This is an optimization exercise on Yosys and OpenROAD, whose aim is small area, a short achievable clock period and few clock cycles per item, not a production implementation.
In this exercise RTL edits were held to simulation tests only and were not proved equivalent to the original.
Power is estimated from default activity; no workload was simulated.

File: design.v
module bac_encoder (
    input  wire       clk,
    input  wire       rst,
    input  wire       in_valid,
    output wire       in_ready,
    input  wire [1:0] in_kind,
    input  wire [7:0] in_byte,
    output reg        out_valid,
    input  wire       out_ready,
    output reg  [7:0] out_byte
);
    localparam [16:0] MAX_CODE      = 17'h1FFFF;
    localparam [16:0] ONE_FOURTH    = 17'h08000;
    localparam [16:0] ONE_HALF      = 17'h10000;
    localparam [16:0] THREE_FOURTHS = 17'h18000;
    localparam [14:0] FREQ_CAP      = 15'd32767;
    localparam [3:0] S_IDLE   = 4'd0,
                     S_MULHI  = 4'd1,
                     S_DIVHI  = 4'd2,
                     S_MULLO  = 4'd3,
                     S_DIVLO  = 4'd4,
                     S_NARROW = 4'd5,
                     S_RENORM = 4'd6,
                     S_FOLLOW = 4'd7,
                     S_FIN    = 4'd8,
                     S_FLUSH  = 4'd9,
                     S_INIT   = 4'd10;
    reg [3:0] state;
    reg [14:0] cum [1:257];
    reg        frozen;
    wire [8:0] sym = in_kind[0] ? 9'd256 : {1'b0, in_byte};
    reg  [8:0] sym_r;
    wire [8:0]  rd_idx = (state == S_IDLE) ? sym + 9'd1 : sym_r;
    wire [14:0] rd_val = (rd_idx == 9'd0) ? 15'd0 : cum[rd_idx];
    wire [14:0] total  = cum[257];
    reg [16:0] low, high;
    reg [31:0] pending;
    reg [17:0] range_r;    
    reg [14:0] c_hi, c_tot;
    reg [16:0] q_hi;
    reg [31:0] dividend;
    reg [16:0] quot;
    reg [15:0] rem;
    reg [5:0]  div_cnt;
    wire [16:0] rem_sh  = {rem, dividend[31]};
    wire [15:0] rem_sub = rem_sh[15:0] - {1'b0, c_tot};
    wire        rem_ge  = (rem_sh >= {2'b00, c_tot});
    reg [6:0] obuf;
    reg [2:0] ocnt;
    reg       fbit;        
    reg       ret_fin;     
    wire can_put = (ocnt != 3'd7) || !out_valid || out_ready;
    wire e1 = (high < ONE_HALF);
    wire e2 = !e1 && (low >= ONE_HALF);
    wire e3 = !e1 && !e2 && (low >= ONE_FOURTH) && (high < THREE_FOURTHS);
    assign in_ready = (state == S_IDLE);
    integer i;
    always @(posedge clk) begin
        if (rst) begin
            state     <= S_INIT;
            out_valid <= 1'b0;
            out_byte  <= 8'd0;
            obuf      <= 7'd0;
            ocnt      <= 3'd0;
            low       <= 17'd0;
            high      <= MAX_CODE;
            pending   <= 32'd0;
            frozen    <= 1'b0;
            fbit      <= 1'b0;
            ret_fin   <= 1'b0;
            for (i = 1; i <= 257; i = i + 1)
                cum[i] <= i[14:0];
        end else begin
            if (out_valid && out_ready)
                out_valid <= 1'b0;
            case (state)
            S_IDLE: begin
                if (in_valid) begin
                    if (in_kind[1]) begin
                        state <= S_FIN;
                    end else begin
                        sym_r   <= sym;
                        c_hi    <= rd_val;
                        c_tot   <= total;
                        range_r <= {1'b0, high} - {1'b0, low} + 18'd1;
                        if (!frozen) begin
                            for (i = 1; i <= 257; i = i + 1)
                                if (i > sym)
                                    cum[i] <= cum[i] + 15'd1;
                            if (total + 15'd1 >= FREQ_CAP)
                                frozen <= 1'b1;
                        end
                        state <= S_MULHI;
                    end
                end
            end
            S_MULHI: begin
                dividend <= range_r * c_hi;
                quot     <= 17'd0;
                rem      <= 16'd0;
                div_cnt  <= 6'd0;
                state    <= S_DIVHI;
            end
            S_DIVHI, S_DIVLO: begin
                rem      <= rem_ge ? rem_sub : rem_sh[15:0];
                quot     <= {quot[15:0], rem_ge};
                dividend <= {dividend[30:0], 1'b0};
                div_cnt  <= div_cnt + 6'd1;
                if (div_cnt == 6'd31)
                    state <= (state == S_DIVHI) ? S_MULLO : S_NARROW;
            end
            S_MULLO: begin
                q_hi     <= quot;
                dividend <= range_r * rd_val;    
                quot     <= 17'd0;
                rem      <= 16'd0;
                div_cnt  <= 6'd0;
                state    <= S_DIVLO;
            end
            S_NARROW: begin
                high  <= low + q_hi - 17'd1;
                low   <= low + quot;
                state <= S_RENORM;
            end
            S_RENORM: begin
                if (e1 || e2) begin
                    if (can_put) begin
                        obuf <= {obuf[5:0], e2};
                        ocnt <= ocnt + 3'd1;
                        if (ocnt == 3'd7) begin
                            out_byte  <= {obuf, e2};
                            out_valid <= 1'b1;
                        end
                        low  <= {low[15:0], 1'b0};
                        high <= {high[15:0], 1'b1};
                        fbit    <= ~e2;
                        ret_fin <= 1'b0;
                        if (pending != 32'd0)
                            state <= S_FOLLOW;
                    end
                end else if (e3) begin
                    pending <= pending + 32'd1;
                    low     <= {low[15:0] - ONE_FOURTH[15:0], 1'b0};
                    high    <= {high[15:0] - ONE_FOURTH[15:0], 1'b1};
                end else begin
                    state <= S_IDLE;
                end
            end
            S_FOLLOW: begin
                if (pending == 32'd0) begin
                    state <= ret_fin ? S_FLUSH : S_RENORM;
                end else if (can_put) begin
                    obuf    <= {obuf[5:0], fbit};
                    ocnt    <= ocnt + 3'd1;
                    if (ocnt == 3'd7) begin
                        out_byte  <= {obuf, fbit};
                        out_valid <= 1'b1;
                    end
                    pending <= pending - 32'd1;
                end
            end
            S_FIN: begin
                if (can_put) begin
                    obuf    <= {obuf[5:0], (low >= ONE_FOURTH)};
                    ocnt    <= ocnt + 3'd1;
                    if (ocnt == 3'd7) begin
                        out_byte  <= {obuf, (low >= ONE_FOURTH)};
                        out_valid <= 1'b1;
                    end
                    fbit    <= (low < ONE_FOURTH);
                    pending <= pending + 32'd1;
                    ret_fin <= 1'b1;
                    state   <= S_FOLLOW;
                end
            end
            S_FLUSH: begin
                if (ocnt == 3'd0) begin
                    state <= S_INIT;
                end else if (!out_valid || out_ready) begin
                    out_byte  <= {obuf, 1'b0} << (3'd7 - ocnt);
                    out_valid <= 1'b1;
                    ocnt      <= 3'd0;
                    state     <= S_INIT;
                end
            end
            S_INIT: begin
                for (i = 1; i <= 257; i = i + 1)
                    cum[i] <= i[14:0];
                frozen  <= 1'b0;
                low     <= 17'd0;
                high    <= MAX_CODE;
                pending <= 32'd0;
                obuf    <= 7'd0;
                ocnt    <= 3'd0;
                state   <= S_IDLE;
            end
            default: state <= S_INIT;
            endcase
        end
    end
endmodule
File: run.sh
#!/bin/bash
# synth_recipe.tcl (not shown) runs the flow's synth.tcl, then flattens the netlist and writes it again
# the make line also repeats each setting of config.mk as NAME=value (left out here)
make -C /OpenROAD-flow-scripts/flow DESIGN_CONFIG=/design/flow/config.mk WORK_HOME=/design/flow/orfs CLKGATE_MAP_FILE= SYNTH_SCRIPT=/design/flow/synth_recipe.tcl finish
File: config.mk
export PLATFORM = sky130hd
export DESIGN_NAME = bac_encoder
export DESIGN_NICKNAME = bac_encoder
export VERILOG_FILES = /design/flow/design.v
export SDC_FILE = /design/flow/constraint.sdc
export NUM_CORES = 8
export LEC_CHECK = 0
export CAP_MARGIN = 40
export CELL_PAD_IN_SITES_DETAIL_PLACEMENT = 1
export CELL_PAD_IN_SITES_GLOBAL_PLACEMENT = 2
export CORE_MARGIN = 2
export CORE_UTILIZATION = 15
export GPL_ROUTABILITY_DRIVEN = 1
export PLACE_DENSITY = 0.3
export SETUP_SLACK_MARGIN = 0.5
export SLEW_MARGIN = 20
File: constraint.sdc
create_clock -name core_clock -period 16.0 [get_ports {clk}]
set_input_delay 3.2000 -clock core_clock [delete_from_list [all_inputs] [get_ports {clk}]]
set_output_delay 3.2000 -clock core_clock [all_outputs]
set_load 0.01 [all_outputs]
==> impl.org <==
** Drt
- The first routing iteration left 41320 violations.
- Detailed routing inserted a total of 264900 vias.
- Length of the first detailed-routing pass in iterations :: 9
- Routed length per placed instance :: 61.15 µm
- Remaining antenna violation count after routing :: 0
- Vias per std cell :: 5.236
- Summed over all layers, the routed wires come to 3094000 µm.
- Post-detailed-route DRC marker count :: 0

** Global routing
- The via count of the first global-routing pass came to 232600.
- Largest net degree at the start of global routing :: 131
- The first global-routing pass estimated ~3600000 µm of wire.
- For this run the aggregate overflow at the end of global routing stands at 0.
- Global routing used 40.52% of the available tracks.
- Number of antenna violations at the first check in global routing :: 956

** Setup path
- Together, buffers and inverters on the worst path number 17.
- Data on the critical path is required at its endpoint by 17.08 ns.
- The slowest stage of the critical path belongs to the cell sky130_fd_sc_hd__fa_1.
- For the worst setup path, the data arrival time is 16.61 ns.
- Slowest stage delay, CP :: a little under 0.6 ns
- The cell that appears most often on the critical path is sky130_fd_sc_hd__buf_4.
- Among cell families on the critical path, the largest total delay comes from adder cells.
- Critical Path Sink Type :: register
- Kind of critical path :: input pin to register
- The worst setup path is launched from an input pin.
- Worst-path fanout max :: 13

** Placement
- DP Wirelength :: approximately 2700000 µm
- At the end of routability-driven placement, the weighted congestion stood at 1.158.
- Once placement completed, the tool counted placed cells totaling 48240.
- I/O Buffers :: 23

** Floorplanning
- # rows :: 443
- Die extent in y :: 1210 µm
- DIE WIDTH :: about 1200 µm
- Number of I/O pins :: 24
- Starting utilization of the core area :: between 10% and 20%
- Core Box Area :: ~1.5 mm²
- The die covers 1.464 mm².

** Power
- Power Density :: 150.2 mW/mm²
- Summing internal, switching and leakage power gives 46540 µW.
- In this run the static leakage power is 0.1117 µW.
- Worst vdd rail ir drop :: between 200 and 250 µV

** CTS
- Hold repair after CTS inserted 0 buffers.
- TritonCTS built the clock tree.
- Clk buf depth :: 5
- Clock-pin slew was measured on the worst setup and hold paths at ~0.060 ns.
- Clk Latency, worst-skew pair :: ~1.3 ns
- The tree is rooted in a sky130_fd_sc_hd__clkbuf_16.
- Clock tree sinks :: 4092
- Max H-tree Level :: 6
- In this run, CTS created clock tree buffers numbering 634.

** STA
- The clock period could shrink to 15.54 ns.
- Across the routed clock network, the largest skew measured is 0.1245 ns.
- Setup repair after global routing left no endpoint under its margin.
- For the final routed database, the setup TNS stands at 0 ns.
- Timing would allow up to 64.36 MHz.
- Headroom to the max-slew limit came out at 4.629%.
- The max-slew violation count is 0.
- The final hold violation count was 0.
- At the pin with the least slew margin, the transition time is 1.431 ns.
- Of the available clock period, the critical path in the final layout requires 97.11%.
- Setup violations remaining at the end of the flow were counted as 0.

** Cells and area
- Net total in the final layout :: 30610
- Most common cell after layout, fill and taps aside :: sky130_fd_sc_hd__dfxtp_1
- In the final layout, the share of cells above drive strength 1 is 19.73%.
- Final std cells w/o fill :: 50590
- Cells fill 21.33% of the core in the end.
- From synthesis to final layout, the design area changed by 42.03%.
- Leading cell types in the layout, fill and taps excluded :: sky130_fd_sc_hd__dfxtp_1 (3840), sky130_fd_sc_hd__nor2_1 (3227), sky130_fd_sc_hd__buf_4 (2811), sky130_fd_sc_hd__nand2_1 (2790), sky130_fd_sc_hd__xor2_1 (2235)

** Synth
- Synthesis inferred ~4100 register bits.
- The most used flip-flop cell after synthesis is sky130_fd_sc_hd__dfxtp_1.
- Synthesis produced a netlist whose cell count is 26000.
- Post-Synthesis Net Count :: 27000
- Yosys mapped a number of flops with a built-in enable equal to about 150.
- In this run, distinct cell masters in the synthesized netlist total 106.
- Cell area after synthesis :: 0.2181 mm²
- After synthesis, the share of flip-flops with an asynchronous set or reset is 0%.
- Of the synthesized area, sequential elements account for 38.22%.
- The average instance in the mapped netlist occupies 8.389 µm².
- During synthesis, Yosys emitted a total of 17 warnings.

** Worst hold path
- Class of the most critical hold timing path :: register to register

** Run status
- The flow ran to the end and the layout has no timing, DRC or antenna violations.

** Flow run
- Maximum Capacitance Violations :: 0
## synthesized netlist by cell type, drive strengths merged (19+ instances only)
master | n | area share [%]
dfxtp | 3947 | 36
nor2 | 3529 | 6.1
nand2 | 2811 | 4.8
xor2 | 2235 | 9.0
nand3 | 1315 | 3.0
a21oi | 1197 | 2.7
a22oi | 1162 | 4.0
nand4 | 1112 | 3.2
o21ai | 1013 | 2.3
clkbuf | 826 | 1.4
and3 | 821 | 2.4
xnor2 | 758 | 3.0
inv | 689 | 1.2
ha | 575 | 3.3
or3 | 555 | 1.6
fa | 415 | 3.8
buf | 300 | 0.72
a221oi | 245 | 0.99
nor3 | 244 | 0.56
and2 | 210 | 0.60
mux2i | 206 | 0.95
a22o | 183 | 0.73
o22ai | 162 | 0.46
edfxtp | 145 | 2.0
nor4 | 140 | 0.41
and4 | 128 | 0.51
a222oi | 127 | 0.58
nand2b | 115 | 0.33
or2 | 99 | 0.28
nor2b | 89 | 0.26
a211oi | 82 | 0.28
a21o | 56 | 0.19
a21boi | 46 | 0.16
a31oi | 44 | 0.13
o221ai | 36 | 0.14
a2111oi | 32 | 0.15
a221o | 32 | 0.15
a32oi | 28 | 0.11
o2111ai | 23 | 0.092
o211ai | 22 | 0.076
or4 | 22 | 0.077
a41oi | 19 | 0.076
## worst paths after layout
kind	cells past startpoint	end	slack (ns)	from
max	48	dividend[30]	0.46	in_byte[4]
min	0	q_hi[16]	0.46	quot[16]
max reg2reg	47	dividend[30]	1.35	state[3]
min reg2reg	0	q_hi[16]	0.46	quot[16]
## per-stage QoR
stage,instance area [µm²],setup WS (ns),hold WS (ns)
4_1_cts,305800,0.5124,0.4691
2_1_floorplan,218100,2.686,0.4420
5_1_grt,308100,0.5442,0.4747
6_report,309800,0.4623,0.4601
3_5_place_dp,285000,-1.768,0.4595
3_3_place_gp,273900,-2.541,0.4634
## layer usage
metal | wire length [µm] | up-vias | track usage (%) | part of all wire (%)
met5 | 505 | - | 0.5522 | 0.016
met4 | 311100 | 72 | 34.50 | 10
met3 | 314200 | 5009 | 15.74 | 10
met2 | 1160000 | 18070 | 52.93 | 37
li1 | - | 100600 | - | -
met1 | 1308000 | 141100 | 51.30 | 42
## power by group
part / switching, µW / leakage, µW / internal [µW] / total, µW
sequential: 1840 / 0.0333 / 11000 / 12800
clock: 6380 / 0.0101 / 8340 / 14700
combinational: 13200 / 0.0684 / 5830 / 19000
total: 21400 / 0.112 / 25200 / 46500
## sequential cells by signal, summed over array words and instances, names as in the netlist, 7 cells and up
signal	cells
rem	16
cum	3855
c_hi	15
high	17
out_byte	8
range_r	18
pending	32
low	17
q_hi	17
sym_r	9
quot	17
obuf	7
c_tot	15
dividend	32
## timing repair
action | CTS | global route
gates resized for setup | 22 | 14
setup endpoints to repair | 17 | 8
cloned | 0 | 0
pin swaps | 6 | 2
buffers inserted | 4 | 0
## final cells by class
type / count / area (µm²)
Fill cell: 167700 / 1142000
Multi-Input combinational cell: 20090 / 131200
Sequential cell: 4092 / 83500
Timing Repair Buffer: 4098 / 44770
Tap cell: 19360 / 24220
Clock buffer: 1019 / 19150
Antenna cell: 1137 / 2845
Inverter: 694 / 2611
Clock inverter: 107 / 1483
## kinds of logic (layout without fill, tap and decap cells)
kind of cell             count (synthesis)  in the layout  synth area share (%)
AO/OA/AOI/OAI                         4654           4654                 13.99
XOR/XNOR                              2993           2993                 12.02
adder cells (fa/ha/maj)                990            990                 7.107
buffers and inverters                 1820           5918                 3.332
flip-flops                            4092           4092                 38.22
multiplexers                           211            211                0.9866
other                                    0           1137                     0
AND/OR/NAND/NOR                      11240          11240                 24.34
Testbench counts, summed over its fixed seeds: cycles 820,369, symbols 10,794.

re-timing with driven ports:
The results above use ideal ports. As a check the final layout listed here was re-extracted and re-timed, cells and wires unchanged.
Step 1: set_driving_cell puts a clkbuf_16 on clk and a buf_2 on each other input, an assumption about the parent block.
Step 2 adds t to the input delays and takes it off the output delays; t is the mean of the earliest and latest rising clock arrival at the registers after step 1. Input paths then give back, and output paths get back, about the clock's delay inside the block.
Slacks: ideal / step 1 / step 2; pairs: ideal / step 1.
t, ns: 1.445
setup WS [ns]: 0.462 / 0.615 / -0.830
worst setup path after step 2: input to register
With both steps, setup timing fails in this run, where it was met with ideal ports. For this run, drivers alone change the setup slack by +0.153 ns; drivers and shift together by -1.292 ns.
